What follows belongs to an exercise in optimizing a design on an open flow for small area and a short achievable clock period; a production flow would make more cautious choices. Where RTL was checked, it was by simulation tests only, not by an equivalence proof against the original. The RTL of runs 1 to 3 was laid out without a check of its function. No activity file was given, so power comes from the tool's default toggle rates.

==> flow/design.v <==
module pwm_sched (
    input  wire        clk,
    input  wire        rst,         
    input  wire        tick,        
    input  wire        fault,       
    input  wire        cmd_valid,
    input  wire [31:0] cmd,
    output reg         rsp_valid,
    output reg         rsp_err,
    output wire [31:0] rsp_data,
    output wire [17:0] pwm_out
);
    localparam integer NCH   = 18;
    localparam integer DSPLIT = 6;              
    localparam [19:0]  NUM   = 20'd1000000;     
    localparam [15:0]  HELD  = 16'hFFFF;
    reg        initialized, running, disable_req, lock, fault_flag;
    reg [15:0] period_ticks;
    reg [15:0] counter;
    reg [15:0] compare;
    reg [4:0]  cursor;
    reg [31:0] period_count;
    reg [17:0] out;
    reg [31:0] rsp_q;                           
    reg        pend;                            
    reg [4:0]  pch;                             
    reg        ipend;                           
    reg        rdp;                             
    reg [15-DSPLIT:0] dv_q;                     
    reg [17:0] dv_d3;                           
    reg [16*NCH-1:0] sh;                        
    reg [5*NCH-1:0]  sr;                        
    reg [16*NCH-1:0] ap;                        
    reg [5*NCH-1:0]  ar;                        
    reg              aclr;                      
    assign pwm_out = out;
    integer i, k;
    function [17:0] div_step;                   
        input [15:0] r;                         
        input integer s;                        
        input [15:0] d;
        input [17:0] d3;                        
        integer w;                              
        reg [17:0] x, m1, m2, m3, t1, t2, t3, msk;
        reg g1, g2, g3;
        begin
            w   = (22 - s < 18) ? 22 - s : 18;
            msk = (18'd1 << w) - 18'd1;
            x   = {r, NUM[s+1], NUM[s]} & msk;
            m1  = {2'b0, d} & msk;
            m2  = {1'b0, d, 1'b0} & msk;
            if (w < 18)
                m3 = (({2'b0, d} & msk) + ({1'b0, d, 1'b0} & msk)) & msk;
            else
                m3 = d3;
            g1 = ({2'b0, d} <= msk)      && (x >= m1);
            g2 = ({2'b0, d} <= msk / 2)  && (x >= m2);
            g3 = ({2'b0, d} <= msk / 3)  && (x >= m3);
            t1 = x - m1;
            t2 = x - m2;
            t3 = x - m3;
            if (g3)      div_step = {2'd3, t3[15:0]};
            else if (g2) div_step = {2'd2, t2[15:0]};
            else if (g1) div_step = {2'd1, t1[15:0]};
            else         div_step = {2'd0, x[15:0]};
            if (20 - s < 16)
                div_step[15:0] = div_step[15:0] & ((16'd1 << (20 - s)) - 16'd1);
        end
    endfunction
    function [31:0] div_head;                   
        input [15:0] d;
        input [17:0] d3;
        reg [15:0] r; reg [15:0] q; reg [17:0] st; integer s;
        begin
            r = {12'd0, NUM[19:16]}; q = 16'd0;
            for (s = 14; s >= DSPLIT; s = s - 2) begin
                st = div_step(r, s, d, d3);
                q[s+1 -: 2] = st[17:16];
                r = st[15:0];
            end
            div_head = {r, q};
        end
    endfunction
    function [15:0] div_tail;                   
        input [15:0] rin;
        input [15:0] d;
        input [17:0] d3;
        reg [15:0] r; reg [15:0] q; reg [17:0] st; integer s;
        begin
            r = rin; q = 16'd0;
            for (s = DSPLIT - 2; s >= 0; s = s - 2) begin
                st = div_step(r, s, d, d3);
                q[s+1 -: 2] = st[17:16];
                r = st[15:0];
            end
            div_tail = q;
        end
    endfunction
    wire [17:0] hz3   = {2'b0, cmd[15:0]} + {1'b0, cmd[15:0], 1'b0};
    wire [31:0] dh    = div_head(cmd[15:0], hz3);
    wire [15:0] dt    = div_tail(rsp_q[31:16], rsp_q[15:0], dv_d3);
    wire [15:0] p_new = {dv_q, dt[DSPLIT-1:0]};
    wire [15:0] p_eff = ipend ? p_new : period_ticks;    
    assign rsp_data = ipend ? {16'd0, p_new} : rdp ? rd_data : rsp_q;
    wire [15:0] pv = rsp_q[15:0];
    reg  [4:0]  ro;                             
    reg  [NCH-1:0] lt;                          
    reg  [5*NCH-1:0] sr_eff;
    reg  [4:0]  nlo;
    always @* begin
        ro = 5'd0;
        for (k = 0; k < NCH; k = k + 1)
            if (pch == k[4:0]) ro = sr[5*k +: 5];
        nlo = 5'd0;
        for (k = 0; k < NCH; k = k + 1) begin
            lt[k] = (pv < sh[16*k +: 16]) || (pv == sh[16*k +: 16] && pch < k[4:0]);
            if (pch != k[4:0] && !lt[k]) nlo = nlo + 5'd1;
        end
        for (k = 0; k < NCH; k = k + 1) begin
            if (!pend)
                sr_eff[5*k +: 5] = sr[5*k +: 5];
            else if (pch == k[4:0])
                sr_eff[5*k +: 5] = nlo;
            else
                sr_eff[5*k +: 5] = sr[5*k +: 5] + {4'd0, lt[k]} - {4'd0, (ro < sr[5*k +: 5])};
        end
    end
    wire [15:0] counter_inc = counter + 16'd1;
    wire        wrap     = (counter_inc == period_ticks);   
    wire        run1     = running & ~fault;
    wire        tk       = tick & run1;
    wire        ps       = tk & wrap;                   
    wire        ps_dis   = ps & disable_req;
    wire        ld       = ps & ~disable_req & ~lock;   
    reg  [NCH-1:0] eqm;
    reg  [4:0]  neq;
    reg  [4:0]  cur2;
    reg  [4:0]  rq;
    reg  [15:0] pr_sh, pr_ap, pr;
    reg         match;
    reg  [15:0] target;
    reg  [15:0] cmp_w;
    always @* begin
        target = wrap ? 16'd0 : compare;
        for (k = 0; k < NCH; k = k + 1) begin
            if (!wrap)
                eqm[k] = aclr ? (compare == HELD) : (ap[16*k +: 16] == compare);
            else if (lock)
                eqm[k] = !aclr && (ap[16*k +: 16] == 16'd0);
            else
                eqm[k] = (sh[16*k +: 16] == 16'd0);
        end
        match = wrap ? (|eqm) : ((cursor < 5'd18) && (counter_inc == compare));
        neq = 5'd0;
        for (k = 0; k < NCH; k = k + 1)
            neq = neq + {4'd0, eqm[k]};
        cur2 = (wrap ? 5'd0 : cursor) + neq;
        rq   = match ? cur2 : 5'd0;
        pr_sh = 16'd0;
        pr_ap = 16'd0;
        for (k = 0; k < NCH; k = k + 1) begin
            if (sr_eff[5*k +: 5] == rq) pr_sh = pr_sh | sh[16*k +: 16];
            if (ar[5*k +: 5] == rq)     pr_ap = pr_ap | ap[16*k +: 16];
        end
        pr = (wrap && !lock) ? pr_sh : aclr ? HELD : pr_ap;
        cmp_w = (rq < 5'd18) ? pr : target;
    end
    reg        n_running, n_disable_req, n_fault;
    reg [15:0] n_counter, n_compare;
    reg [4:0]  n_cursor;
    reg [31:0] n_period_count;
    reg [17:0] n_out;
    always @* begin
        n_fault        = fault_flag | fault;
        n_running      = run1;
        n_disable_req  = disable_req & ~fault;
        n_counter      = counter;
        n_compare      = compare;
        n_cursor       = fault ? 5'd18 : cursor;
        n_period_count = period_count;
        n_out          = fault ? 18'd0 : out;
        if (tk) begin
            n_counter = wrap ? 16'd0 : counter_inc;
            if (ps_dis) begin
                n_running     = 1'b0;
                n_disable_req = 1'b0;
                n_cursor      = 5'd18;
            end else begin
                if (wrap) begin
                    n_out          = {NCH{1'b1}};
                    n_period_count = period_count + 32'd1;
                    n_cursor       = 5'd0;
                end
                if (match) begin
                    n_out    = n_out & ~eqm;
                    n_cursor = cur2;
                end
                if (wrap || match)
                    n_compare = cmp_w;
            end
        end
    end
    wire [3:0]  op  = cmd[31:28];
    wire [4:0]  wch = cmd[20:16];
    wire [15:0] w   = cmd[15:0];
    wire [7:0]  rn  = cmd[23:16];
    wire [15:0] wv  = (w == HELD) ? HELD : (w > 16'd5) ? (w - 16'd5) : 16'd0;
    wire c_nop   = cmd_valid && op == 4'h0;
    wire c_init  = cmd_valid && op == 4'h1;
    wire c_en    = cmd_valid && op == 4'h2;
    wire c_dis   = cmd_valid && op == 4'h3;
    wire c_lock  = cmd_valid && op == 4'h4;
    wire c_width = cmd_valid && op == 4'h5;
    wire c_read  = cmd_valid && op == 4'hC;
    wire init_ok  = c_init && cmd[27:16] == 12'd0 && !n_running && !n_fault && cmd[15:4] != 12'd0;
    wire en_ok    = c_en && cmd[27:0] == 28'd0 && !n_fault && initialized;
    wire dis_ok   = c_dis && cmd[27:0] == 28'd0;
    wire lock_ok  = c_lock && cmd[27:1] == 27'd0;
    wire width_ok = c_width && cmd[27:21] == 7'd0 && wch < 5'd18;
    wire rn_ok    = rn <= 8'h06 || (rn >= 8'h10 && rn <= 8'h21) || (rn >= 8'h30 && rn <= 8'h41);
    wire rd_ok    = c_read && cmd[27:24] == 4'd0 && cmd[15:0] == 16'd0 && rn_ok;
    wire [7:0] qn = rsp_q[7:0];
    reg [31:0] rd_data;
    always @* begin
        rd_data = 32'd0;
        if (qn == 8'h00)
            rd_data = {27'd0, fault_flag, lock, disable_req, running, initialized};
        else if (qn == 8'h01)
            rd_data = {16'd0, period_ticks};
        else if (qn == 8'h02)
            rd_data = {16'd0, counter};
        else if (qn == 8'h03)
            rd_data = {16'd0, compare};
        else if (qn == 8'h04)
            rd_data = {27'd0, cursor};
        else if (qn == 8'h05)
            rd_data = {14'd0, out};
        else if (qn == 8'h06)
            rd_data = period_count;
        else if (qn < 8'h30) begin
            for (k = 0; k < NCH; k = k + 1)
                if (qn[4:0] == k[4:0] + 5'd16) rd_data[15:0] = sh[16*k +: 16];
        end else if (aclr) begin
            rd_data[20:0] = {qn[4:0] + 5'd16, HELD};
        end else begin
            for (k = 0; k < NCH; k = k + 1)
                if (ar[5*k +: 5] == qn[4:0] + 5'd16)
                    rd_data[20:0] = rd_data[20:0] | {k[4:0], ap[16*k +: 16]};
        end
    end
    wire cmd_ok = init_ok | en_ok | dis_ok | lock_ok | width_ok | rd_ok |
                  (c_nop && cmd[27:0] == 28'd0);
    wire clr = rst | init_ok;                   
    wire [15:0] sh_d = wv | {16{clr}};          
    always @(posedge clk) begin
        if (rst) begin
            initialized  <= 1'b0;
            running      <= 1'b0;
            disable_req  <= 1'b0;
            lock         <= 1'b0;
            fault_flag   <= 1'b0;
            period_ticks <= 16'd0;
            counter      <= 16'd0;
            compare      <= 16'd0;
            cursor       <= 5'd18;
            period_count <= 32'd0;
            out          <= 18'd0;
            rsp_valid    <= 1'b0;
            rsp_err      <= 1'b0;
            pend         <= 1'b0;
            ipend        <= 1'b0;
            rdp          <= 1'b0;
            aclr         <= 1'b1;
        end else begin
            fault_flag   <= n_fault;
            period_ticks <= p_eff;
            period_count <= n_period_count;
            out          <= n_out;
            rsp_valid    <= cmd_valid;
            rsp_err      <= cmd_valid & ~cmd_ok;
            pend         <= width_ok;
            ipend        <= init_ok;
            rdp          <= rd_ok;
            aclr         <= init_ok | (aclr & ~ld);
            initialized <= initialized | init_ok;
            lock        <= init_ok ? 1'b0 : lock_ok ? cmd[0] : lock;
            if (init_ok)
                disable_req <= 1'b0;
            else if (en_ok)
                disable_req <= 1'b0;
            else if (dis_ok && n_running)
                disable_req <= 1'b1;
            else
                disable_req <= n_disable_req;
            running <= n_running | (en_ok & ~n_running);
            if (init_ok) begin
                counter <= 16'd0;
                compare <= 16'd0;
                cursor  <= 5'd18;
                period_count <= 32'd0;
            end else if (en_ok && !n_running) begin
                counter <= p_eff - 16'd1;
                compare <= n_compare;
                cursor  <= 5'd18;
            end else begin
                counter <= n_counter;
                compare <= n_compare;
                cursor  <= n_cursor;
            end
        end
    end
    always @(posedge clk) begin
        pch   <= wch;
        dv_q  <= dh[15:DSPLIT];
        dv_d3 <= hz3;
        if (init_ok)
            rsp_q <= {dh[31:16], cmd[15:0]};
        else if (width_ok)
            rsp_q <= {16'd0, wv};
        else if (rd_ok)
            rsp_q <= {24'd0, rn};
        else
            rsp_q <= 32'd0;
    end
    genvar g;
    generate
        for (g = 0; g < NCH; g = g + 1) begin : gch
            always @(posedge clk) begin
                if (clr || (width_ok && wch == g))
                    sh[16*g +: 16] <= sh_d;
                if (clr)
                    sr[5*g +: 5]   <= g;
                else
                    sr[5*g +: 5]   <= sr_eff[5*g +: 5];
                if (ld) begin
                    ap[16*g +: 16] <= sh[16*g +: 16];
                    ar[5*g +: 5]   <= sr_eff[5*g +: 5];
                end
            end
        end
    endgenerate
endmodule
==> flow/flow/run.sh <==
#!/bin/bash
# Own layout flow: the standard layout (standard.sh) with the synthesis
# step of flow/synth.tcl (ABC script below, adders left to ABC, gate sizing
# against a wire-load model with realistic wire capacitance), and the port
# buffers made of buf_4 cells. Each tool's output is in orfs/logs; make's own
# output goes to flow_make.log in the work folder.
set -euo pipefail
W=$(cd "$(dirname "$0")/.." && pwd)
D=7000
printf 'strash\ndch\nmap -D %s\nstrash\ndch\nmap -D %s\ntopo\nstime -c\nbuffer -c\nupsize -c -D %s\ndnsize -c -D %s\nstime -c\n' $D $D $D $D > "$W/abc.script"
LIB="$FLOW_HOME/platforms/sky130hd/lib/sky130_fd_sc_hd__tt_025C_1v80.lib"
sed -e 's/^\(\s*capacitance : \)1.42e-05;/\17e-05;/' "$LIB" > "$W/abc_wl.lib"
export MY_ABC_SCRIPT="$W/abc.script"
export MY_ABC_D=$D
export MY_ABC_LIB="$W/abc_wl.lib"
bash "$W/standard.sh" SYNTH_SCRIPT="$W/flow/synth.tcl" ADDER_MAP_FILE= \
  BUFFER_PORTS_ARGS="-buffer_cell sky130_fd_sc_hd__buf_4" finish > "$W/flow_make.log" 2>&1
==> flow/flow/synth.tcl <==
proc synth {args} { yosys synth -nofsm -noshare {*}$args }
proc abc {args} {
  set rest {}
  set i 0
  while {$i < [llength $args]} {
    set a [lindex $args $i]
    if {$a eq "-script" || $a eq "-D"} { incr i 2; continue }
    if {$a eq "-liberty" && [info exists ::env(MY_ABC_LIB)]} {
      lappend rest -liberty $::env(MY_ABC_LIB)
      incr i 2
      continue
    }
    lappend rest $a
    incr i
  }
  yosys abc -script $::env(MY_ABC_SCRIPT) -D $::env(MY_ABC_D) {*}$rest
}
source $::env(SCRIPTS_DIR)/synth.tcl
# left out here: clear keep_hierarchy, flatten, clean up, hide names made inside functions, write 1_2_yosys.v
==> flow/standard.sh <==
#!/bin/bash
# synth_recipe.tcl (not shown) runs the flow's synth.tcl, then flattens the netlist and writes it again
# the make line also repeats each setting of config.mk as NAME=value (left out here)
make -C /OpenROAD-flow-scripts/flow DESIGN_CONFIG=/design/flow/config.mk WORK_HOME=/design/flow/orfs CLKGATE_MAP_FILE= SYNTH_SCRIPT=/design/flow/synth_recipe.tcl "${@:-finish}"
==> flow/config.mk <==
export PLATFORM = sky130hd
export DESIGN_NAME = pwm_sched
export DESIGN_NICKNAME = pwm_sched
export VERILOG_FILES = /design/flow/design.v
export SDC_FILE = /design/flow/constraint.sdc
export NUM_CORES = 8
export LEC_CHECK = 0
export CAP_MARGIN = 20
export CORE_MARGIN = 2
export CORE_UTILIZATION = 35
export CTS_BUF_LIST = sky130_fd_sc_hd__clkbuf_8
export CTS_CLUSTER_DIAMETER = 60
export CTS_CLUSTER_SIZE = 12
export PLACE_DENSITY = 0.5
export SLEW_MARGIN = 20
==> flow/constraint.sdc <==
create_clock -name core_clock -period 100.0 [get_ports {clk}]
set_input_delay 20.0000 -clock core_clock [delete_from_list [all_inputs] [get_ports {clk}]]
set_output_delay 20.0000 -clock core_clock [all_outputs]
set_load 0.01 [all_outputs]
==> qor.txt, run 1 <==
Worst Tran Pin Value: 1.49 ns
1st-iter DRT viols: 16,800
Worst setup path category: flip-flop to output port
Layout Cells excl Fill: 12,500
EDFF count, synth: 666
Layout cell share with drive strength beyond 1: 13.8%
Area growth from synthesis to layout: 10.5%
LEAKAGE: 30.3 nW
Die width: 458 µm
Drt pass-1 iters: 20
Synth top area cells: edfxtp_1 (28%), dfxtp_1 (7.4%), nor2_1 (7.2%)
Switching power: 332 µW
IO buf count: 88
Largest area contributor in the netlist: edfxtp_1
Hold-fix buffers at CTS: 0
Initial antenna violation count: 85
Mapped Nets: 9,563
Dpl hpwl: 433 mm
Worst skew pair latency: 1.07 ns
GR Overflow Total: 0
Global-route usage over all layers: 51.3%
Vias post-DR: 88,000
Synth warnings: 1
Slew Limit Fails: 1
Fillers: 21,200
PwrDens: 12.0 nW/µm²
Seq pwr share: 49.3%
Worst setup margin: 68.57 ns
Top cell type's share of synthesized area: 27.8%
Worst Path Required: 80.00 ns
Finished Cell Area: 79,600 µm²
Hold Path Class: flip-flop to flip-flop
Worst VDD drop: 0.0153 mV
Cell mode on critical path: nor2_1
Global-route wire length before repair: 724 mm
Final Hold Fails: 0
Status: failed layout checks
Most frequent cells after synthesis: nor2_1 (1,385), inv_1 (1,195), nand2_1 (912), edfxtp_1 (666), o21ai_0 (623)
Cell Area, Synth: 72,000 µm²
Final routed DRC violation total: 0
CTS root buf: clkbuf_8
Critical path arrival: 11.43 ns
Initial core utilization: 35.2%
Seq cells post-synth: 933
Net Sw Frac: 34.8%
Reg clk slew, reported paths: 0.08 ns
Post-CTS setup buffers: 0
Die Area: 209,000 µm²
ANT nets after route: 0
Synth unique cells: 119
CP max-delay cell: o21ai_2
CP startpoint kind: flip-flop
Comb pwr share: 12.9%
PostCTS Resize Cnt: 0
Total Nets Final: 9,686
Boundary Pins: 89
RSZ-0062 raised after global routing: false
Slowest Stage Delay on Critical Path: 0.69 ns
Int Power: 621 µW
Clock Sink Count: 933
Largest net degree at the start of global routing: 127
Die Y-Extent: 458 µm
DP Cell Count: 12,200
Final setup TNS: 0 ns
Wire per inst: 44.7 µm
Crit share post-route: 31.4%
Avg Cell Area, Syn: 7.56 µm²
Clk_skew: 0.0909 ns
Top cell family by delay on the critical path: compound AO/OA/AOI/OAI gates
Final min period: 31.43 ns
Count leader, synth: nor2_1
Synthesized instance count: 9,526
# Max-Cap Violations: 2
Slew HR: -0.928%
Clk pwr share: 37.8%
CP endpoint kind: output port
Core outline area: 205,000 µm²
Depth of the CTS H-tree: 4
Synth Flop Type: edfxtp_1
Crit Path Max Fanout: 27
CTS tree: yes
FMAX: 31.8 MHz
Synth async-reset ratio: 0%
Via density: 7.04
Worst Path Buf+Inv: 5
Layout Check Fails: max-capacitance violations, max-slew violations
Final setup viols: 0
Final WL: 559 mm
Pre-CTS setup slack: 69.53 ns
Bufs on Longest Clock Path: 3
GP Congestion: 1.15
Vias in the first global route: 78,400
Hold WS: 0.482 ns
Std cell rows: 166
Number of CTS-inserted buffers: 138
Placed Area: 76,400 µm²
Sequential area share after synthesis: 35.2%
==> worst reg2reg max path: cells and delay by family, from the launching register on <==
family | cells | cell delay, ns
buffers and inverters | 5 | 1.57
flip-flops | 1 | 0.77
AND/OR/NAND/NOR | 27 | 6.05
XOR/XNOR | 4 | 0.92
AO/OA/AOI/OAI | 13 | 4.69
==> kinds of logic after synthesis <==
kind of cell             synth area share [%]
adder cells (fa/ha/maj)                0.0139
AO/OA/AOI/OAI                            27.2
AND/OR/NAND/NOR                          22.1
flip-flops                               35.2
buffers and inverters                    10.9
XOR/XNOR                                 4.63
==> cell type report <==
type	count	area (µm²)	share of cell area [%]
antenna	66	165	0.207
clock buffer	146	2010	2.52
clock inverter	100	918	1.15
inverter	1366	5190	6.52
multi-input combinational	6775	39300	49.3
sequential	933	25400	31.8
tap	2688	3360	4.22
timing repair buffer	435	3350	4.21
==> stage by stage <==
stage / utilization (%) / total power [mW]
2_1_floorplan: - / 0.513
3_3_place_gp: 37.3 / 0.587
3_5_place_dp: 37.3 / 0.586
4_1_cts: 38.8 / 0.937
5_1_grt: 38.9 / 0.965
6_report: 38.9 / 0.953
==> power groups by stage <==
| stage | combinational, mW | clock [mW] | sequential (mW) |
|---|---|---|---|
| after floorplan | 0.0683 | 0 | 0.444 |
| after global placement | 0.116 | 0 | 0.471 |
| after detailed placement | 0.116 | 0 | 0.471 |
| after CTS | 0.116 | 0.359 | 0.462 |
| after global routing | 0.126 | 0.375 | 0.464 |
| final | 0.123 | 0.361 | 0.469 |
==> routing by layer <==
| metal | up-vias | wire length [µm] | GRT usage, % |
|---|---|---|---|
| li1 | 34500 | - | - |
| met1 | 42700 | 201000 | 61.0 |
| met2 | 8541 | 217000 | 70.1 |
| met3 | 2306 | 83700 | 23.6 |
| met4 | 42 | 55900 | 41.1 |
| met5 | - | 547 | 1.70 |
==> flip-flops by register name, indices dropped and copies added (netlist names), 5 cells and up <==
register	count
sr	90
dv_q	10
ap	288
compare	16
dv_d3	18
ar	90
pch	5
counter	16
out	18
sh	288
period_ticks	16
rsp_q	30
period_count	32
cursor	5
==> placed cells by master, fill, tap and decap left out, types with 147 or more instances in the layout <==
| cell type | synthesis | final |
|---|---|---|
| inv_1 | 1195 | 1210 |
| o21ai_0 | 623 | 597 |
| edfxtp_1 | 666 | 666 |
| clkbuf_8 | 47 | 147 |
| nand2_1 | 912 | 899 |
| dfxtp_1 | 267 | 256 |
| a21oi_1 | 562 | 559 |
| nor4_1 | 172 | 168 |
| a22oi_1 | 173 | 173 |
| o22ai_1 | 603 | 602 |
| nor2_1 | 1385 | 1375 |
| buf_4 | 18 | 425 |
| xor2_1 | 255 | 255 |
| a221oi_1 | 213 | 213 |
| nand3_1 | 238 | 236 |
| nand4_1 | 152 | 152 |
| nor3_1 | 179 | 178 |
==> worst paths after layout <==
| check | startpoint | end | slack (ns) | cells past startpoint |
|---|---|---|---|---|
| worst max-delay path | rsp_q[1]$_DFF_P_ | rsp_data[0] | 68.57 | 49 |
| worst min-delay path | sh[129]$_DFFE_PP_ | ap[129]$_DFFE_PP_ | 0.48 | 0 |
| worst max register to register | rsp_q[7]$_DFF_P_ | compare[11]$_SDFFE_PP0P_ | 85.77 | 49 |
| worst min register to register | sh[129]$_DFFE_PP_ | ap[129]$_DFFE_PP_ | 0.48 | 0 |
==> inputs of run 2 (changes only) <==
--- a/flow/design.v
+++ b/flow/design.v
@@ -12,5 +12,5 @@
 );
     localparam integer NCH   = 18;
-    localparam integer DSPLIT = 6;              
+    localparam integer DSPLIT = 5;              
     localparam [19:0]  NUM   = 20'd1000000;     
     localparam [15:0]  HELD  = 16'hFFFF;
@@ -68,36 +68,47 @@
         end
     endfunction
-    function [31:0] div_head;                   
+    function [16:0] div_step2;                  
+        input [15:0] r;                         
+        input integer s;                        
         input [15:0] d;
-        input [17:0] d3;
-        reg [15:0] r; reg [15:0] q; reg [17:0] st; integer s;
+        integer w;
+        reg [16:0] x, msk, t;
+        reg g;
         begin
-            r = {12'd0, NUM[19:16]}; q = 16'd0;
-            for (s = 14; s >= DSPLIT; s = s - 2) begin
-                st = div_step(r, s, d, d3);
-                q[s+1 -: 2] = st[17:16];
-                r = st[15:0];
-            end
-            div_head = {r, q};
+            w   = (21 - s < 17) ? 21 - s : 17;
+            msk = (17'd1 << w) - 17'd1;
+            x   = {r, NUM[s]} & msk;
+            g   = ({1'b0, d} <= msk) && (x >= ({1'b0, d} & msk));
+            t   = x - {1'b0, d};
+            div_step2 = g ? {1'b1, t[15:0]} : {1'b0, x[15:0]};
+            if (20 - s < 16)
+                div_step2[15:0] = div_step2[15:0] & ((16'd1 << (20 - s)) - 16'd1);
         end
     endfunction
-    function [15:0] div_tail;                   
+    function [31:0] div_run;                    
         input [15:0] rin;
+        input integer hi;
+        input integer lo;
         input [15:0] d;
         input [17:0] d3;
-        reg [15:0] r; reg [15:0] q; reg [17:0] st; integer s;
+        reg [15:0] r; reg [15:0] q; reg [17:0] st; reg [16:0] st2; integer s;
         begin
             r = rin; q = 16'd0;
-            for (s = DSPLIT - 2; s >= 0; s = s - 2) begin
+            for (s = hi - 1; s >= lo; s = s - 2) begin
                 st = div_step(r, s, d, d3);
                 q[s+1 -: 2] = st[17:16];
                 r = st[15:0];
             end
-            div_tail = q;
+            if ((hi - lo) % 2 == 0) begin
+                st2 = div_step2(r, lo, d);
+                q[lo] = st2[16];
+                r = st2[15:0];
+            end
+            div_run = {r, q};
         end
     endfunction
     wire [17:0] hz3   = {2'b0, cmd[15:0]} + {1'b0, cmd[15:0], 1'b0};
-    wire [31:0] dh    = div_head(cmd[15:0], hz3);
-    wire [15:0] dt    = div_tail(rsp_q[31:16], rsp_q[15:0], dv_d3);
+    wire [31:0] dh    = div_run({12'd0, NUM[19:16]}, 15, DSPLIT, cmd[15:0], hz3);
+    wire [31:0] dt    = div_run(rsp_q[31:16], DSPLIT - 1, 0, rsp_q[15:0], dv_d3);
     wire [15:0] p_new = {dv_q, dt[DSPLIT-1:0]};
     wire [15:0] p_eff = ipend ? p_new : period_ticks;    
==> flow/flow/run.sh (replaced) <==
#!/bin/bash
# Own layout flow: the standard layout (standard.sh) with the synthesis
# step of flow/synth.tcl (ABC script below, adders left to ABC), and the
# port buffers made of buf_4 cells. Each tool's output is in orfs/logs;
# make's own output goes to flow_make.log in the work folder.
set -euo pipefail
W=$(cd "$(dirname "$0")/.." && pwd)
D=7000
printf 'strash\ndch\nmap -D %s\nstrash\ndch\nmap -D %s\ntopo\nstime -c\nbuffer -c\nupsize -c -D %s\ndnsize -c -D %s\nstime -c\n' $D $D $D $D > "$W/abc.script"
export MY_ABC_SCRIPT="$W/abc.script"
export MY_ABC_D=$D
bash "$W/standard.sh" SYNTH_SCRIPT="$W/flow/synth.tcl" ADDER_MAP_FILE= \
  BUFFER_PORTS_ARGS="-buffer_cell sky130_fd_sc_hd__buf_4" finish > "$W/flow_make.log" 2>&1
--- a/flow/flow/synth.tcl
+++ b/flow/flow/synth.tcl
@@ -6,9 +6,4 @@
     set a [lindex $args $i]
     if {$a eq "-script" || $a eq "-D"} { incr i 2; continue }
-    if {$a eq "-liberty" && [info exists ::env(MY_ABC_LIB)]} {
-      lappend rest -liberty $::env(MY_ABC_LIB)
-      incr i 2
-      continue
-    }
     lappend rest $a
     incr i
==> run 2 against run 1 <==
- now clean on timing, DRC and antenna
- clock skew shrank 0.0045 ns
- utilization grew 0.64 points
- sequential share of layout area grew 0.25 points
- largest cell class unchanged
- combinational power grew 19%
- critical endpoint unchanged
- clock-buffer cell count shrank 9
- largest power group unchanged
==> qor.txt, run 2 <==
Boundary Pins: 89
Cell mode on critical path: a21oi_1
Final routed DRC violation total: 0
Sequential area share after synthesis: 36.0%
Slowest Stage Delay on Critical Path: 0.75 ns
Clock Sink Count: 935
Synthesized instance count: 9,728
Mapped Nets: 9,765
Synth async-reset ratio: 0%
Hold-fix buffers at CTS: 0
Clk pwr share: 37.0%
Final Hold Fails: 0
Worst setup margin: 67.66 ns
Largest net degree at the start of global routing: 158
Hold Path Class: flip-flop to flip-flop
Count leader, synth: nor2_1
1st-iter DRT viols: 17,400
Drt pass-1 iters: 13
Depth of the CTS H-tree: 4
Vias in the first global route: 79,300
Synth top area cells: edfxtp_1 (28%), dfxtp_1 (7.6%), nor2_1 (7.6%)
Wire per inst: 43.7 µm
Most common cell after layout, fill and taps aside: nor2_1
LEAKAGE: 31.5 nW
Die Y-Extent: 453 µm
Synth unique cells: 100
Synth warnings: 1
Final setup viols: 0
Die Area: 205,000 µm²
ANT nets after route: 0
Clk_skew: 0.0864 ns
Seq cells post-synth: 935
Final setup TNS: 0 ns
CTS root buf: clkbuf_8
Critical path arrival: 12.34 ns
Via density: 7.09
Global-route wire length before repair: 725 mm
IO buf count: 88
Area growth from synthesis to layout: 12.2%
Global-route usage over all layers: 52.4%
Initial core utilization: 35.3%
Worst Path Required: 80.00 ns
Top cell type's share of synthesized area: 28.4%
Cell Area, Synth: 70,500 µm²
Status: no timing/DRC/antenna violations
Switching power: 338 µW
CP startpoint kind: flip-flop
Synth Flop Type: edfxtp_1
EDFF count, synth: 666
Reg clk slew, reported paths: 0.08 ns
GP Congestion: 1.20
RSZ-0062 raised after global routing: false
PostCTS Resize Cnt: 0
CP max-delay cell: clkinv_1
Worst VDD drop: 0.0134 mV
Largest area contributor in the netlist: edfxtp_1
GR Overflow Total: 0
Int Power: 630 µW
Dpl hpwl: 426 mm
PwrDens: 12.2 nW/µm²
Most frequent cells after synthesis: nor2_1 (1,433), inv_1 (1,378), nand2_1 (1,136), o21ai_0 (692), edfxtp_1 (666)
CTS tree: yes
Total Nets Final: 9,945
Crit Path Max Fanout: 22
FMAX: 30.9 MHz
Final min period: 32.34 ns
Largest regs: ap x288, sh x288
Seq pwr share: 48.0%
Core outline area: 200,000 µm²
Worst setup path category: flip-flop to output port
Post-CTS setup buffers: 0
R2R Setup Slk: 84.59 ns
Crit share post-route: 32.3%
Avg Cell Area, Syn: 7.25 µm²
Slew HR: 10.2%
Most frequent cells in the layout: nor2_1 (1,415), inv_1 (1,401), nand2_1 (1,128)
Comb pwr share: 15.1%
Std cell rows: 164
Number of CTS-inserted buffers: 130
Pre-CTS setup slack: 67.89 ns
Vias post-DR: 90,500
Layout cell share with drive strength beyond 1: 9.72%
Bufs on Longest Clock Path: 3
Final WL: 558 mm
Worst Tran Pin Value: 1.34 ns
Net Sw Frac: 34.9%
Initial antenna violation count: 104
Worst skew pair latency: 1.00 ns
Die width: 453 µm
Slew Limit Fails: 0
CP endpoint kind: output port
# Max-Cap Violations: 0
[run 2: cell types whose count changed in the layout (fill, tap and decap cells not counted), moves of 60 or more]
cell,previous run,this run
o21ai_0,597,671
nand2_2,97,32
nand2_1,899,1128
inv_1,1210,1401
inv_2,100,40
nand3_1,236,297
[run 2: path summary, 6_finish.rpt]
path / cells past startpoint / end / from
max: 51 / rsp_data[0] / rsp_q[1]$_DFF_P_
min: 0 / ap[272]$_DFFE_PP_ / sh[272]$_DFFE_PP_
max reg2reg: 59 / compare[13]$_SDFFE_PP0P_ / rsp_q[6]$_DFF_P_
min reg2reg: 0 / ap[272]$_DFFE_PP_ / sh[272]$_DFFE_PP_
[run 2: cells by family after synthesis]
| group | share of synthesized area, % |
|---|---|
| AO/OA/AOI/OAI | 27.1 |
| buffers and inverters | 10.2 |
| flip-flops | 36.0 |
| XOR/XNOR | 4.51 |
| adder cells (fa/ha/maj) | 0.0284 |
| AND/OR/NAND/NOR | 22.1 |
[run 2: layout make-up]
| class | instances | area (µm²) |
|---|---|---|
| Inverter | 1459 | 5480 |
| Timing Repair Buffer | 451 | 3430 |
| Sequential cell | 935 | 25400 |
| Antenna cell | 97 | 243 |
| Fill cell | 20900 | 121000 |
| Clock buffer | 137 | 1890 |
| Clock inverter | 99 | 986 |
| Tap cell | 2656 | 3320 |
| Multi-Input combinational cell | 6931 | 38400 |
[run 2: per-stage QoR]
stage / hold WS [ns] / utilization [%] / cell area, µm² / power, mW / instances
2_1_floorplan: 0.426 / - / 70500 / 0.524 / 9728
4_1_cts: 0.446 / 39.4 / 78800 / 0.950 / 12700
3_5_place_dp: 0.455 / 37.9 / 75900 / 0.603 / 12400
3_3_place_gp: 0.441 / 37.9 / 75900 / 0.603 / 12400
6_report: 0.451 / 39.6 / 79200 / 0.969 / 12800
5_1_grt: 0.467 / 39.5 / 78900 / 0.979 / 12700
[run 2: worst max-delay path: cells and delay by family, from the launching register on]
family	cells	cell delay, ns
compound gates	27	5.15
buf+inv	8	2.95
simple gates	16	2.64
flops	1	0.58
[run 2: layer usage]
layer	vias up	track usage, %	wire [µm]
met5	-	4.34	1230
li1	35300	-	-
met4	52	42.2	55200
met1	43500	60.9	197000
met2	9078	69.5	213000
met3	2589	29.0	91800
[run 2: power groups by stage]
stage                     clock (mW)  combinational, mW  sequential (mW)
after CTS                      0.356              0.136            0.458
final                          0.358              0.146            0.465
after global placement             0              0.136            0.467
after detailed placement           0              0.136            0.467
after global routing           0.369              0.150            0.460
after floorplan                    0             0.0785            0.446
==> inputs of run 3 (changes only) <==
--- a/flow/design.v
+++ b/flow/design.v
@@ -12,5 +12,5 @@
 );
     localparam integer NCH   = 18;
-    localparam integer DSPLIT = 5;              
+    localparam integer DSPLIT = 6;              
     localparam [19:0]  NUM   = 20'd1000000;     
     localparam [15:0]  HELD  = 16'hFFFF;
@@ -29,4 +29,5 @@
     reg [15-DSPLIT:0] dv_q;                     
     reg [17:0] dv_d3;                           
+    reg [15:0] dv_hzn;                          
     reg [16*NCH-1:0] sh;                        
     reg [5*NCH-1:0]  sr;                        
@@ -34,6 +35,19 @@
     reg [5*NCH-1:0]  ar;                        
     reg              aclr;                      
+    reg              cstale;                    
     assign pwm_out = out;
     integer i, k;
+    function [4:0] pop18;                       
+        input [17:0] v;
+        reg [1:0] a [0:8]; reg [2:0] b [0:4]; reg [3:0] c0, c1; integer j;
+        begin
+            for (j = 0; j < 9; j = j + 1) a[j] = {1'b0, v[2*j]} + {1'b0, v[2*j+1]};
+            for (j = 0; j < 4; j = j + 1) b[j] = {1'b0, a[2*j]} + {1'b0, a[2*j+1]};
+            b[4] = {1'b0, a[8]};
+            c0 = {1'b0, b[0]} + {1'b0, b[1]};
+            c1 = {1'b0, b[2]} + {1'b0, b[3]};
+            pop18 = {1'b0, c0} + {1'b0, c1} + {2'b0, b[4]};
+        end
+    endfunction
     function [17:0] div_step;                   
         input [15:0] r;                         
@@ -68,47 +82,37 @@
         end
     endfunction
-    function [16:0] div_step2;                  
-        input [15:0] r;                         
-        input integer s;                        
+    function [31:0] div_head;                   
         input [15:0] d;
-        integer w;
-        reg [16:0] x, msk, t;
-        reg g;
+        input [17:0] d3;
+        reg [15:0] r; reg [15:0] q; reg [17:0] st; integer s;
         begin
-            w   = (21 - s < 17) ? 21 - s : 17;
-            msk = (17'd1 << w) - 17'd1;
-            x   = {r, NUM[s]} & msk;
-            g   = ({1'b0, d} <= msk) && (x >= ({1'b0, d} & msk));
-            t   = x - {1'b0, d};
-            div_step2 = g ? {1'b1, t[15:0]} : {1'b0, x[15:0]};
-            if (20 - s < 16)
-                div_step2[15:0] = div_step2[15:0] & ((16'd1 << (20 - s)) - 16'd1);
+            r = {12'd0, NUM[19:16]}; q = 16'd0;
+            for (s = 14; s >= DSPLIT; s = s - 2) begin
+                st = div_step(r, s, d, d3);
+                q[s+1 -: 2] = st[17:16];
+                r = st[15:0];
+            end
+            div_head = {r, q};
         end
     endfunction
-    function [31:0] div_run;                    
+    function [15:0] div_tail;                   
         input [15:0] rin;
-        input integer hi;
-        input integer lo;
-        input [15:0] d;
+        input [15:0] d;                         
+        input [15:0] dl;                        
         input [17:0] d3;
-        reg [15:0] r; reg [15:0] q; reg [17:0] st; reg [16:0] st2; integer s;
+        reg [15:0] r; reg [15:0] q; reg [17:0] st; integer s;
         begin
             r = rin; q = 16'd0;
-            for (s = hi - 1; s >= lo; s = s - 2) begin
-                st = div_step(r, s, d, d3);
+            for (s = DSPLIT - 2; s >= 0; s = s - 2) begin
+                st = div_step(r, s, (s == DSPLIT - 2) ? d : dl, d3);
                 q[s+1 -: 2] = st[17:16];
                 r = st[15:0];
             end
-            if ((hi - lo) % 2 == 0) begin
-                st2 = div_step2(r, lo, d);
-                q[lo] = st2[16];
-                r = st2[15:0];
-            end
-            div_run = {r, q};
+            div_tail = q;
         end
     endfunction
     wire [17:0] hz3   = {2'b0, cmd[15:0]} + {1'b0, cmd[15:0], 1'b0};
-    wire [31:0] dh    = div_run({12'd0, NUM[19:16]}, 15, DSPLIT, cmd[15:0], hz3);
-    wire [31:0] dt    = div_run(rsp_q[31:16], DSPLIT - 1, 0, rsp_q[15:0], dv_d3);
+    wire [31:0] dh    = div_head(cmd[15:0], hz3);
+    wire [15:0] dt    = div_tail(rsp_q[31:16], rsp_q[15:0], ~dv_hzn, dv_d3);
     wire [15:0] p_new = {dv_q, dt[DSPLIT-1:0]};
     wire [15:0] p_eff = ipend ? p_new : period_ticks;    
@@ -119,20 +123,31 @@
     reg  [5*NCH-1:0] sr_eff;
     reg  [4:0]  nlo;
+    reg  [NCH-1:0] lo;
+    reg  [4:0]  rk;
+    reg         up, dn, c1, c0;
     always @* begin
         ro = 5'd0;
         for (k = 0; k < NCH; k = k + 1)
             if (pch == k[4:0]) ro = sr[5*k +: 5];
-        nlo = 5'd0;
         for (k = 0; k < NCH; k = k + 1) begin
             lt[k] = (pv < sh[16*k +: 16]) || (pv == sh[16*k +: 16] && pch < k[4:0]);
-            if (pch != k[4:0] && !lt[k]) nlo = nlo + 5'd1;
+            lo[k] = (pch != k[4:0]) && !lt[k];
         end
+        nlo = pop18(lo);
         for (k = 0; k < NCH; k = k + 1) begin
+            rk  = sr[5*k +: 5];
+            up  = lt[k] & ~(ro < rk);
+            dn  = ~lt[k] & (ro < rk);
+            c1  = 1'b1;
+            c0  = 1'b1;
+            for (i = 0; i < 5; i = i + 1) begin
+                sr_eff[5*k+i] = rk[i] ^ ((up & c1) | (dn & c0));
+                c1 = c1 & rk[i];
+                c0 = c0 & ~rk[i];
+            end
             if (!pend)
-                sr_eff[5*k +: 5] = sr[5*k +: 5];
+                sr_eff[5*k +: 5] = rk;
             else if (pch == k[4:0])
                 sr_eff[5*k +: 5] = nlo;
-            else
-                sr_eff[5*k +: 5] = sr[5*k +: 5] + {4'd0, lt[k]} - {4'd0, (ro < sr[5*k +: 5])};
         end
     end
@@ -148,13 +163,15 @@
     reg  [4:0]  cur2;
     reg  [4:0]  rq;
-    reg  [15:0] pr_sh, pr_ap, pr;
+    reg  [15:0] pr_ap, pr;
+    reg  [NCH-1:0] selc;
     reg         match;
     reg  [15:0] target;
     reg  [15:0] cmp_w;
     always @* begin
-        target = wrap ? 16'd0 : compare;
+        target = wrap ? 16'd0 : counter_inc;
         for (k = 0; k < NCH; k = k + 1) begin
+            selc[k] = (ar[5*k +: 5] == cursor);
             if (!wrap)
-                eqm[k] = aclr ? (compare == HELD) : (ap[16*k +: 16] == compare);
+                eqm[k] = !aclr && (ap[16*k +: 16] == counter_inc);
             else if (lock)
                 eqm[k] = !aclr && (ap[16*k +: 16] == 16'd0);
@@ -162,17 +179,17 @@
                 eqm[k] = (sh[16*k +: 16] == 16'd0);
         end
-        match = wrap ? (|eqm) : ((cursor < 5'd18) && (counter_inc == compare));
-        neq = 5'd0;
-        for (k = 0; k < NCH; k = k + 1)
-            neq = neq + {4'd0, eqm[k]};
+        if (wrap)
+            match = |eqm;
+        else if (cstale)
+            match = (cursor < 5'd18) && (|(eqm & selc));
+        else
+            match = (cursor < 5'd18) && (counter_inc == compare);
+        neq  = pop18(eqm);
         cur2 = (wrap ? 5'd0 : cursor) + neq;
-        rq   = match ? cur2 : 5'd0;
-        pr_sh = 16'd0;
+        rq   = (match && (tk || !cstale)) ? cur2 : cstale ? cursor : 5'd0;
         pr_ap = 16'd0;
-        for (k = 0; k < NCH; k = k + 1) begin
-            if (sr_eff[5*k +: 5] == rq) pr_sh = pr_sh | sh[16*k +: 16];
-            if (ar[5*k +: 5] == rq)     pr_ap = pr_ap | ap[16*k +: 16];
-        end
-        pr = (wrap && !lock) ? pr_sh : aclr ? HELD : pr_ap;
+        for (k = 0; k < NCH; k = k + 1)
+            if (ar[5*k +: 5] == rq) pr_ap = pr_ap | ap[16*k +: 16];
+        pr = aclr ? HELD : pr_ap;
         cmp_w = (rq < 5'd18) ? pr : target;
     end
@@ -187,5 +204,5 @@
         n_disable_req  = disable_req & ~fault;
         n_counter      = counter;
-        n_compare      = compare;
+        n_compare      = cstale ? cmp_w : compare;
         n_cursor       = fault ? 5'd18 : cursor;
         n_period_count = period_count;
@@ -207,5 +224,7 @@
                     n_cursor = cur2;
                 end
-                if (wrap || match)
+                if (wrap && !lock)
+                    n_compare = (rq < 5'd18) ? compare : 16'd0;
+                else if (wrap || match)
                     n_compare = cmp_w;
             end
@@ -233,4 +252,13 @@
     wire [7:0] qn = rsp_q[7:0];
     reg [31:0] rd_data;
+    reg [20:0] rd_pa;                           
+    reg [4:0]  kq;
+    always @* begin
+        kq = (qn == 8'h03) ? cursor : qn[4:0] + 5'd16;
+        rd_pa = 21'd0;
+        for (k = 0; k < NCH; k = k + 1)
+            if (ar[5*k +: 5] == kq)
+                rd_pa = rd_pa | {k[4:0], ap[16*k +: 16]};
+    end
     always @* begin
         rd_data = 32'd0;
@@ -242,5 +270,5 @@
             rd_data = {16'd0, counter};
         else if (qn == 8'h03)
-            rd_data = {16'd0, compare};
+            rd_data = {16'd0, cstale ? rd_pa[15:0] : compare};
         else if (qn == 8'h04)
             rd_data = {27'd0, cursor};
@@ -255,7 +283,5 @@
             rd_data[20:0] = {qn[4:0] + 5'd16, HELD};
         end else begin
-            for (k = 0; k < NCH; k = k + 1)
-                if (ar[5*k +: 5] == qn[4:0] + 5'd16)
-                    rd_data[20:0] = rd_data[20:0] | {k[4:0], ap[16*k +: 16]};
+            rd_data[20:0] = rd_pa;
         end
     end
@@ -283,4 +309,5 @@
             rdp          <= 1'b0;
             aclr         <= 1'b1;
+            cstale       <= 1'b0;
         end else begin
             fault_flag   <= n_fault;
@@ -294,4 +321,5 @@
             rdp          <= rd_ok;
             aclr         <= init_ok | (aclr & ~ld);
+            cstale       <= ld & (rq < 5'd18);
             initialized <= initialized | init_ok;
             lock        <= init_ok ? 1'b0 : lock_ok ? cmd[0] : lock;
@@ -325,4 +353,5 @@
         dv_q  <= dh[15:DSPLIT];
         dv_d3 <= hz3;
+        dv_hzn <= ~cmd[15:0];
         if (init_ok)
             rsp_q <= {dh[31:16], cmd[15:0]};
==> run 3 against run 2 <==
- critical path type unchanged
- non-clock buffer count decreased by 8
- worst setup slack gained 0.81 ns
- total power shrank 8.9%
- sequential share of layout area up 0.35 points
- still clean on timing, DRC and antenna
- largest cell class unchanged
- critical path depth is 2 higher
- utilization down 0.39 points
- clock skew up 0.038 ns
==> qor.txt, run 3 <==
Finished Cell Area: 79,200 µm²
Post-CTS setup buffers: 0
Sequential area share after synthesis: 36.1%
Top cell type's share of synthesized area: 28.1%
Placed Area: 76,600 µm²
Seq pwr share: 52.3%
LEAKAGE: 31.5 nW
Die width: 455 µm
Status: no timing/DRC/antenna violations
Synthesized instance count: 9,732
Reg clk slew, reported paths: 0.09 ns
Int Power: 589 µW
Synth async-reset ratio: 0%
Critical path arrival: 11.53 ns
Die Y-Extent: 455 µm
Via density: 6.74
Comb pwr share: 12.3%
Largest net degree at the start of global routing: 155
Initial core utilization: 35.2%
Final routed DRC violation total: 0
Final WL: 531 mm
Total Nets Final: 9,943
CP max-delay cell: o22ai_2
Hold Path Class: flip-flop to flip-flop
PostCTS Resize Cnt: 0
Slowest Stage Delay on Critical Path: 0.69 ns
Largest regs: ap x288, sh x288
Synth top area cells: edfxtp_1 (28%), dfxtp_1 (8.0%), nor2_1 (7.5%)
Final setup TNS: 0 ns
Hold-fix buffers at CTS: 0
Clk pwr share: 35.4%
1st-iter DRT viols: 15,700
Crit share post-route: 31.5%
Crit Path Max Fanout: 22
GP Congestion: 1.13
Most frequent cells in the layout: nor2_1 (1,398), inv_1 (1,322), nand2_1 (1,220)
Initial antenna violation count: 83
Worst skew pair latency: 1.06 ns
Synth Flop Type: edfxtp_1
Net Sw Frac: 33.3%
Final min period: 31.53 ns
PwrDens: 11.1 nW/µm²
Switching power: 294 µW
Slew Limit Fails: 0
RSZ-0062 raised after global routing: false
Synth warnings: 5
Layout cell share with drive strength beyond 1: 10.0%
Dpl hpwl: 422 mm
Boundary Pins: 89
Depth of the CTS H-tree: 3
Bufs on Longest Clock Path: 3
Cell mode on critical path: nand2_1
Worst setup path category: flip-flop to output port
EDFF count, synth: 666
Avg Cell Area, Syn: 7.31 µm²
Global-route usage over all layers: 49.6%
Slew HR: 7.73%
Worst setup margin: 68.47 ns
CP startpoint kind: flip-flop
Die Area: 207,000 µm²
Core outline area: 202,000 µm²
Number of CTS-inserted buffers: 114
Most frequent cells after synthesis: nor2_1 (1,418), inv_1 (1,293), nand2_1 (1,229), edfxtp_1 (666), a21oi_1 (617)
Clock Sink Count: 950
ANT nets after route: 0
Total power: 883 µW
Global-route wire length before repair: 693 mm
Area taken by multi-input logic gates: 39,100 µm²
Worst Tran Pin Value: 1.37 ns
Worst Path Required: 80.00 ns
# Max-Cap Violations: 0
GR Overflow Total: 0
CTS root buf: clkbuf_8
Largest area contributor in the netlist: edfxtp_1
Synth unique cells: 101
Final Hold Fails: 0
FMAX: 31.7 MHz
CTS tree: yes
Clk_skew: 0.125 ns
Vias in the first global route: 75,300
Fillers: 21,200
Seq. cell area: 25,700 µm²
CP endpoint kind: output port
Cell Area, Synth: 71,200 µm²
Std cell rows: 165
Vias post-DR: 85,700
Seq cells post-synth: 950
Pre-CTS setup slack: 68.70 ns
Wire per inst: 41.8 µm
Worst VDD drop: 0.0122 mV
Area growth from synthesis to layout: 11.2%
Count leader, synth: nor2_1
Mapped Nets: 9,769
Drt pass-1 iters: 13
IO buf count: 88
Final setup viols: 0
Most common cell after layout, fill and taps aside: nor2_1
## run 3: cell count changes after synthesis, sizes merged, moves of 45 or more
| cell | change |
|---|---|
| a21oi | +67 |
| nand2 | +102 |
| inv | -75 |
| xor2 | +156 |
| nor3 | +45 |
| o21ai | -91 |
| o22ai | -202 |
## run 3: critical path: cells and delay by family (launching register included)
kind | cells | cell delay, ns
compound gates | 20 | 4.83
simple gates | 27 | 4.13
flops | 1 | 0.36
buf+inv | 6 | 1.22
## run 3: through the flow
| stage | hold WS [ns] | utilization, % | cells |
|---|---|---|---|
| 6_report | 0.429 | 39.2 | 12700 |
| 5_1_grt | 0.451 | 39.1 | 12700 |
| 4_1_cts | 0.426 | 39.1 | 12700 |
| 3_5_place_dp | 0.432 | 37.9 | 12500 |
| 3_3_place_gp | 0.433 | 37.9 | 12500 |
| 2_1_floorplan | 0.423 | - | 9732 |
## run 3: power by group through the flow
| stage | Clock (mW) | Combinational [mW] | Sequential (mW) |
|---|---|---|---|
| after floorplan | 0 | 0.0624 | 0.452 |
| after global placement | 0 | 0.104 | 0.467 |
| after detailed placement | 0 | 0.103 | 0.467 |
| after CTS | 0.310 | 0.103 | 0.458 |
| after global routing | 0.324 | 0.114 | 0.460 |
| final | 0.312 | 0.109 | 0.462 |
## run 3: cells by family (layout without fill, tap and decap cells)
kind of cell	count (synthesis)	count (layout)	share of synthesized area, %
compound gates	2677	2677	24.2
fa+ha+maj	1	1	0.0141
simple gates	3826	3826	23.8
flops	950	950	36.1
buf+inv	1760	2025	9.53
other cells	0	47	0
xor+xnor	518	518	6.39
## run 3: area by class of cell
class,instances,area share (%)
multi-input combinational,7022,49.4
sequential,950,32.4
clock buffer,120,2.09
clock inverter,87,0.920
antenna,47,0.149
tap,2672,4.22
inverter,1375,6.54
timing repair buffer,443,4.22
## run 3: path summary, 6_finish.rpt
| path | startpoint | slack (ns) | to | cells after the start |
|---|---|---|---|---|
| setup / recovery | rsp_q[0]$_DFF_P_ | 68.47 | rsp_data[0] | 53 |
| hold / removal | sh[193]$_DFFE_PP_ | 0.43 | ap[193]$_DFFE_PP_ | 0 |
| setup reg to reg | counter[0]$_SDFFE_PP0P_ | 85.81 | compare[1]$_SDFFE_PP0P_ | 51 |
| hold reg to reg | sh[193]$_DFFE_PP_ | 0.43 | ap[193]$_DFFE_PP_ | 0 |
## run 3: layer usage
layer,share of wire (%),up-vias,wire length [µm],track usage (%)
li1,-,34800,-,-
met1,37,41500,198000,61.2
met2,38,7529,201000,65.6
met3,16,1809,85400,25.1
met4,8.8,44,46500,35.3
met5,0.20,-,1050,2.87
==> inputs of run 4 (changes only) <==
--- a/flow/design.v
+++ b/flow/design.v
@@ -29,5 +29,4 @@
     reg [15-DSPLIT:0] dv_q;                     
     reg [17:0] dv_d3;                           
-    reg [15:0] dv_hzn;                          
     reg [16*NCH-1:0] sh;                        
     reg [5*NCH-1:0]  sr;                        
@@ -98,6 +97,5 @@
     function [15:0] div_tail;                   
         input [15:0] rin;
-        input [15:0] d;                         
-        input [15:0] dl;                        
+        input [15:0] d;
         input [17:0] d3;
         reg [15:0] r; reg [15:0] q; reg [17:0] st; integer s;
@@ -105,5 +103,5 @@
             r = rin; q = 16'd0;
             for (s = DSPLIT - 2; s >= 0; s = s - 2) begin
-                st = div_step(r, s, (s == DSPLIT - 2) ? d : dl, d3);
+                st = div_step(r, s, d, d3);
                 q[s+1 -: 2] = st[17:16];
                 r = st[15:0];
@@ -114,5 +112,5 @@
     wire [17:0] hz3   = {2'b0, cmd[15:0]} + {1'b0, cmd[15:0], 1'b0};
     wire [31:0] dh    = div_head(cmd[15:0], hz3);
-    wire [15:0] dt    = div_tail(rsp_q[31:16], rsp_q[15:0], ~dv_hzn, dv_d3);
+    wire [15:0] dt    = div_tail(rsp_q[31:16], rsp_q[15:0], dv_d3);
     wire [15:0] p_new = {dv_q, dt[DSPLIT-1:0]};
     wire [15:0] p_eff = ipend ? p_new : period_ticks;    
@@ -353,5 +351,4 @@
         dv_q  <= dh[15:DSPLIT];
         dv_d3 <= hz3;
-        dv_hzn <= ~cmd[15:0];
         if (init_ok)
             rsp_q <= {dh[31:16], cmd[15:0]};
--- a/flow/config.mk
+++ b/flow/config.mk
@@ -12,4 +12,4 @@
 export CTS_CLUSTER_DIAMETER = 60
 export CTS_CLUSTER_SIZE = 12
-export PLACE_DENSITY = 0.5
+export PLACE_DENSITY = 0.62
 export SLEW_MARGIN = 20
==> run 4 against run 3 <==
- sequential cell count decreased by 16
- maximum frequency decreased by 1.3%
- clock power increased by 3%
- clock-buffer cell count increased by 3
- die area decreased by 3.5%
- worst hold slack improved by 0.064 ns
- register-to-register slack got worse by 1.8 ns
- combinational power decreased by 6%
==> qor.txt, run 4 <==
Status: no timing/DRC/antenna violations
LEAKAGE: 29.9 nW
Most common cell after layout, fill and taps aside: nor2_1
Critical path arrival: 11.93 ns
Layout cell share with drive strength beyond 1: 10.4%
CTS tree: yes
Worst Tran Pin Value: 1.35 ns
CP max-delay cell: dfxtp_1
GR Overflow Total: 0
Final WL: 519 mm
Worst VDD drop: 0.0121 mV
Core outline area: 195,000 µm²
Seq cells post-synth: 934
PostCTS Resize Cnt: 0
Wire per inst: 42.8 µm
Cell mode on critical path: nand2_1
Final routed DRC violation total: 0
Worst Path Buf+Inv: 8
Worst skew pair latency: 1.07 ns
Final Hold Fails: 0
Hold-fix buffers at CTS: 0
Most frequent cells after synthesis: nor2_1 (1,369), inv_1 (1,225), nand2_1 (1,143), edfxtp_1 (666), o21ai_0 (620)
Die width: 447 µm
Boundary Pins: 89
1st-iter DRT viols: 15,900
FMAX: 31.3 MHz
Synthesized instance count: 9,255
Initial core utilization: 35.2%
Slew HR: 10.3%
Die Area: 200,000 µm²
Cell Area, Synth: 68,600 µm²
Largest regs: ap x288, sh x288
Post-CTS setup buffers: 0
Bufs on Longest Clock Path: 3
Pre-CTS setup slack: 69.16 ns
Vias post-DR: 83,100
CP startpoint kind: flip-flop
Worst setup margin: 68.07 ns
# Max-Cap Violations: 0
Slowest Stage Delay on Critical Path: 0.78 ns
Depth of the CTS H-tree: 3
Worst setup path category: flip-flop to output port
Area growth from synthesis to layout: 11.2%
RSZ-0062 raised after global routing: false
Global-route wire length before repair: 672 mm
Synth unique cells: 107
CTS root buf: clkbuf_8
EDFF count, synth: 666
Reg clk slew, reported paths: 0.10 ns
Largest area contributor in the netlist: edfxtp_1
Largest net degree at the start of global routing: 153
Slew Limit Fails: 0
Number of CTS-inserted buffers: 118
Clock Sink Count: 934
Dpl hpwl: 399 mm
CP endpoint kind: output port
Area taken by multi-input logic gates: 37,100 µm²
Std cell rows: 162
Die Y-Extent: 447 µm
IO buf count: 88
Hold WS: 0.493 ns
Hold Path Class: flip-flop to flip-flop
ANT nets after route: 0
Drt pass-1 iters: 10
Total power: 881 µW
Worst Path Required: 80.00 ns
Final Util: 39.1%
Avg Cell Area, Syn: 7.42 µm²
Initial antenna violation count: 66
Clk_skew: 0.112 ns
Via density: 6.85
Count leader, synth: nor2_1
Final setup viols: 0
Synth top area cells: edfxtp_1 (29%), dfxtp_1 (7.8%), nor2_1 (7.5%)
GP Congestion: 1.16
Most frequent cells in the layout: nor2_1 (1,350), inv_1 (1,238), nand2_1 (1,131)
Sequential area share after synthesis: 37.0%
Seq. cell area: 25,400 µm²
Total Nets Final: 9,418
Vias in the first global route: 72,600
Synth Flop Type: edfxtp_1
Top cell family by delay on the critical path: compound AO/OA/AOI/OAI gates
Mapped Nets: 9,292
Global-route usage over all layers: 50.1%
Fillers: 20,400
Final min period: 31.93 ns
Top cell type's share of synthesized area: 29.1%
Final setup TNS: 0 ns
Synth async-reset ratio: 0%
PwrDens: 11.6 nW/µm²
Crit share post-route: 31.9%
Crit Path Max Fanout: 24
Synth warnings: 5
## run 4: cell types whose count changed after synthesis, sizes merged, moves of 31 or more
cell / before / now
a21oi: 634 / 592
inv: 1341 / 1265
nand2: 1267 / 1177
nand3: 304 / 205
nand4: 177 / 140
nor2: 1470 / 1404
nor4: 202 / 171
xor2: 418 / 342
## run 4: final timing paths
path | slack [ns] | cells after the start | to | start
worst max-delay path | 68.07 | 56 | rsp_data[1] | rsp_q[2]$_DFF_P_
worst min-delay path | 0.49 | 0 | ap[105]$_DFFE_PP_ | sh[105]$_DFFE_PP_
worst max register to register | 84.01 | 59 | compare[9]$_SDFFE_PP0P_ | counter[0]$_SDFFE_PP0P_
worst min register to register | 0.49 | 0 | ap[105]$_DFFE_PP_ | sh[105]$_DFFE_PP_
## run 4: where the power goes
group	total [mW]	internal [mW]	switching, mW
Combinational	0.103	0.0261	0.0772
Clock	0.320	0.134	0.186
Sequential	0.458	0.428	0.0305
Total	0.881	0.588	0.293
## run 4: kinds of logic (layout without fill, tap and decap cells)
group | count (synthesis) | count (layout) | share of synthesized area, %
other | 0 | 52 | 0
buffers and inverters | 1697 | 1902 | 9.57
flip-flops | 934 | 934 | 37.0
AND/OR/NAND/NOR | 3447 | 3447 | 21.9
adder cells (fa/ha/maj) | 2 | 2 | 0.0292
multiplexers | 1 | 1 | 0.0146
XOR/XNOR | 438 | 438 | 5.64
AO/OA/AOI/OAI | 2736 | 2736 | 25.9
## run 4: area by class of cell
cell class                      count  share of cell area [%]
Sequential cell                   934                    33.2
Antenna cell                       52                   0.171
Multi-Input combinational cell   6624                    48.7
Timing Repair Buffer              407                    4.03
Clock inverter                     76                   0.986
Clock buffer                      123                    2.22
Inverter                         1296                    6.39
Tap cell                         2624                    4.30
## run 4: metrics by stage
stage / std cells / area (µm²)
after floorplan: 9255 / 68600
after global placement: 11900 / 73600
after detailed placement: 11900 / 73700
after CTS: 12100 / 76100
after global routing: 12100 / 76200
final: 12100 / 76300
## run 4: routing by layer
layer / track usage (%) / share of wire [%] / vias up
li1: - / - / 33100
met5: 1.64 / 0.13 / -
met2: 67.8 / 38 / 7794
met3: 24.5 / 16 / 1892
met4: 35.2 / 9.0 / 36
met1: 61.2 / 37 / 40200
==> inputs of run 5 (changes only) <==
--- a/flow/config.mk
+++ b/flow/config.mk
@@ -12,4 +12,4 @@
 export CTS_CLUSTER_DIAMETER = 60
 export CTS_CLUSTER_SIZE = 12
-export PLACE_DENSITY = 0.62
+export PLACE_DENSITY = 0.5
 export SLEW_MARGIN = 20
==> run 5 against run 4 <==
- cell area about the same
- still clean on timing, DRC and antenna
- sequential share of layout area about the same
- via count decreased by 1.7%
- register-to-register slack improved by 0.18 ns
- die area unchanged
- sequential cell count unchanged
- utilization about the same
- largest cell class unchanged
==> qor.txt, run 5 <==
Worst setup path category: flip-flop to output port
Xor-xnor portion of the synthesized cell area: 5.64%
Synth Flop Type: edfxtp_1
LEAKAGE: 30.0 nW
1st-iter DRT viols: 15,700
Placed Area: 73,600 µm²
DP Cell Count: 11,900
Most frequent cells in the layout: nor2_1 (1,345), inv_1 (1,262), nand2_1 (1,140)
Drt pass-1 iters: 10
Clk pwr share: 35.8%
Top cell type's share of synthesized area: 29.1%
Synth top area cells: edfxtp_1 (29%), dfxtp_1 (7.8%), nor2_1 (7.5%)
Synth unique cells: 107
PwrDens: 11.3 nW/µm²
Initial antenna violation count: 75
Synth Area in Compound Gates: 25.9%
Wire per inst: 41.9 µm
Finished Cell Area: 76,200 µm²
Slew Limit Fails: 0
Die width: 447 µm
Bufs on Longest Clock Path: 3
CP startpoint kind: flip-flop
Final setup TNS: 0 ns
Most frequent cells after synthesis: nor2_1 (1,369), inv_1 (1,225), nand2_1 (1,143), edfxtp_1 (666), o21ai_0 (620)
RSZ-0062 raised after global routing: false
FMAX: 31.3 MHz
Fillers: 20,400
Sequential area share after synthesis: 37.0%
Pre-CTS setup slack: 69.10 ns
Final routed DRC violation total: 0
ANT nets after route: 0
Adder-Cell Fraction of Synth Area: 0.0292%
Worst VDD drop: 0.0121 mV
Post-synthesis simple-gate area fraction: 21.9%
Via density: 6.73
PostCTS Resize Cnt: 0
Count leader, synth: nor2_1
EDFF count, synth: 666
Largest area contributor in the netlist: edfxtp_1
Worst skew pair latency: 1.02 ns
Global-route wire length before repair: 660 mm
Crit share post-route: 31.9%
Hold WS: 0.464 ns
Final min period: 31.95 ns
Cell Area, Synth: 68,600 µm²
Final WL: 508 mm
CTS tree: yes
Slew HR: 9.45%
Mapped Nets: 9,292
Largest regs: ap x288, sh x288
Seq pwr share: 52.5%
Area growth from synthesis to layout: 11.1%
Dpl hpwl: 400 mm
Int Power: 585 µW
# Max-Cap Violations: 0
Slowest Stage Delay on Critical Path: 0.68 ns
Vias post-DR: 81,700
Vias in the first global route: 71,200
Cell mode on critical path: nand2_1
Total Nets Final: 9,408
Final setup viols: 0
Number of CTS-inserted buffers: 113
GR Overflow Total: 0
Multiplexer area fraction after synthesis: 0.0146%
Std cell rows: 162
Synthesized instance count: 9,255
Avg Cell Area, Syn: 7.42 µm²
Crit Path Max Fanout: 24
Die Y-Extent: 447 µm
Global-route usage over all layers: 49.1%
IO buf count: 88
Worst Tran Pin Value: 1.34 ns
Boundary Pins: 89
Total power: 863 µW
Initial core utilization: 35.2%
Net Sw Frac: 32.2%
Seq cells post-synth: 934
Status: no timing/DRC/antenna violations
GP Congestion: 1.16
Clock Sink Count: 934
Critical path arrival: 11.95 ns
Synth warnings: 5
Reg clk slew, reported paths: 0.08 ns
Layout cell share with drive strength beyond 1: 10.2%
Largest family of logic cells by synthesized area: compound AO/OA/AOI/OAI gates
CP endpoint kind: output port
Synth async-reset ratio: 0%
Worst Path Required: 80.00 ns
Switching power: 278 µW
Depth of the CTS H-tree: 3
Most common cell after layout, fill and taps aside: nor2_1
Worst setup margin: 68.05 ns
R2R Setup Slk: 84.19 ns
Core outline area: 195,000 µm²
Die Area: 200,000 µm²
Comb pwr share: 11.7%
CP max-delay cell: inv_1
Final Hold Fails: 0
CTS root buf: clkbuf_8
Clk_skew: 0.102 ns
Final Util: 39.1%
Layout Cells excl Fill: 12,100
Largest net degree at the start of global routing: 86
Post-CTS setup buffers: 0
Hold-fix buffers at CTS: 0
Hold Path Class: flip-flop to flip-flop
## run 5: metal layers
layer | track usage, % | vias to the layer above | part of all wire [%]
met5 | 0.562 | - | 0.099
met4 | 30.0 | 42 | 7.8
met3 | 24.4 | 1608 | 16
met2 | 64.6 | 7395 | 37
met1 | 63.2 | 39500 | 38
li1 | - | 33100 | -
## run 5: cell type report
class	count	area [µm²]	area share, %
Clock buffer	116	1600	2.09
Inverter	1296	4870	6.39
Timing Repair Buffer	402	3030	3.97
Multi-Input combinational cell	6624	37200	48.8
Clock inverter	96	805	1.06
Tap cell	2624	3280	4.31
Antenna cell	43	108	0.141
Sequential cell	934	25400	33.3
## run 5: cell families after synthesis
group                      Yosys count
buffers and inverters             1697
xor gates and xnor gates           438
and+or+nand+nor                   3447
adders and majority gates            2
AOI/OAI and AO/OA                 2736
DFF                                934
muxes                                1
## run 5: path summary, 6_finish.rpt
kind                                  end               startpoint  cells after the start
setup / recovery              rsp_data[1]         rsp_q[0]$_DFF_P_                     60
setup reg to reg  compare[4]$_SDFFE_PP0P_  counter[0]$_SDFFE_PP0P_                     48
hold / removal           ap[45]$_DFFE_PP_         sh[45]$_DFFE_PP_                      0
hold reg to reg          ap[45]$_DFFE_PP_         sh[45]$_DFFE_PP_                      0
## run 5: power by group through the flow
stage / logic, mW / registers (mW) / clock network, mW
floorplan: 0.0588 / 0.445 / 0
CTS: 0.0965 / 0.450 / 0.309
detailed placement: 0.0961 / 0.459 / 0
global placement: 0.0962 / 0.459 / 0
global route: 0.106 / 0.452 / 0.323
finish: 0.101 / 0.453 / 0.309
## run 5: worst max-delay path: cells and delay by family, from the launching register on
| family | cells | cell delay, ns |
|---|---|---|
| XOR/XNOR | 1 | 0.23 |
| AND/OR/NAND/NOR | 25 | 4.20 |
| buffers and inverters | 7 | 2.02 |
| AO/OA/AOI/OAI | 27 | 4.21 |
| flip-flops | 1 | 0.31 |

re-timing with driven ports:
Ports are ideal in the flow. The routed layouts listed here were re-timed in OpenROAD. Step 1: set_driving_cell puts a clkbuf_16 on clk and a buf_2 on each other input, an assumption about the parent block. Step 2 moves the port delays by t, midway between the first and last clock arrival at a register: inputs arrive t later, outputs are due t later. That takes back most of the time a late clock gives input paths. Three values: no drivers, after step 1, after step 2; two values: the first two.
run | t (ns) | slack for setup (ns) | slew at the worst register clock pin (ns)
run 1 | 1.113 | 68.567 / 68.470 / 69.375 | 0.09 / 0.09
run 2 | 1.043 | 67.663 / 67.569 / 67.766 | 0.09 / 0.09
run 3 | 1.078 | 68.475 / 68.394 / 68.505 | 0.10 / 0.10
run 4 | 1.120 | 68.070 / 67.960 / 68.793 | 0.10 / 0.10
run 5 | 1.058 | 68.053 / 67.958 / 68.774 | 0.10 / 0.10
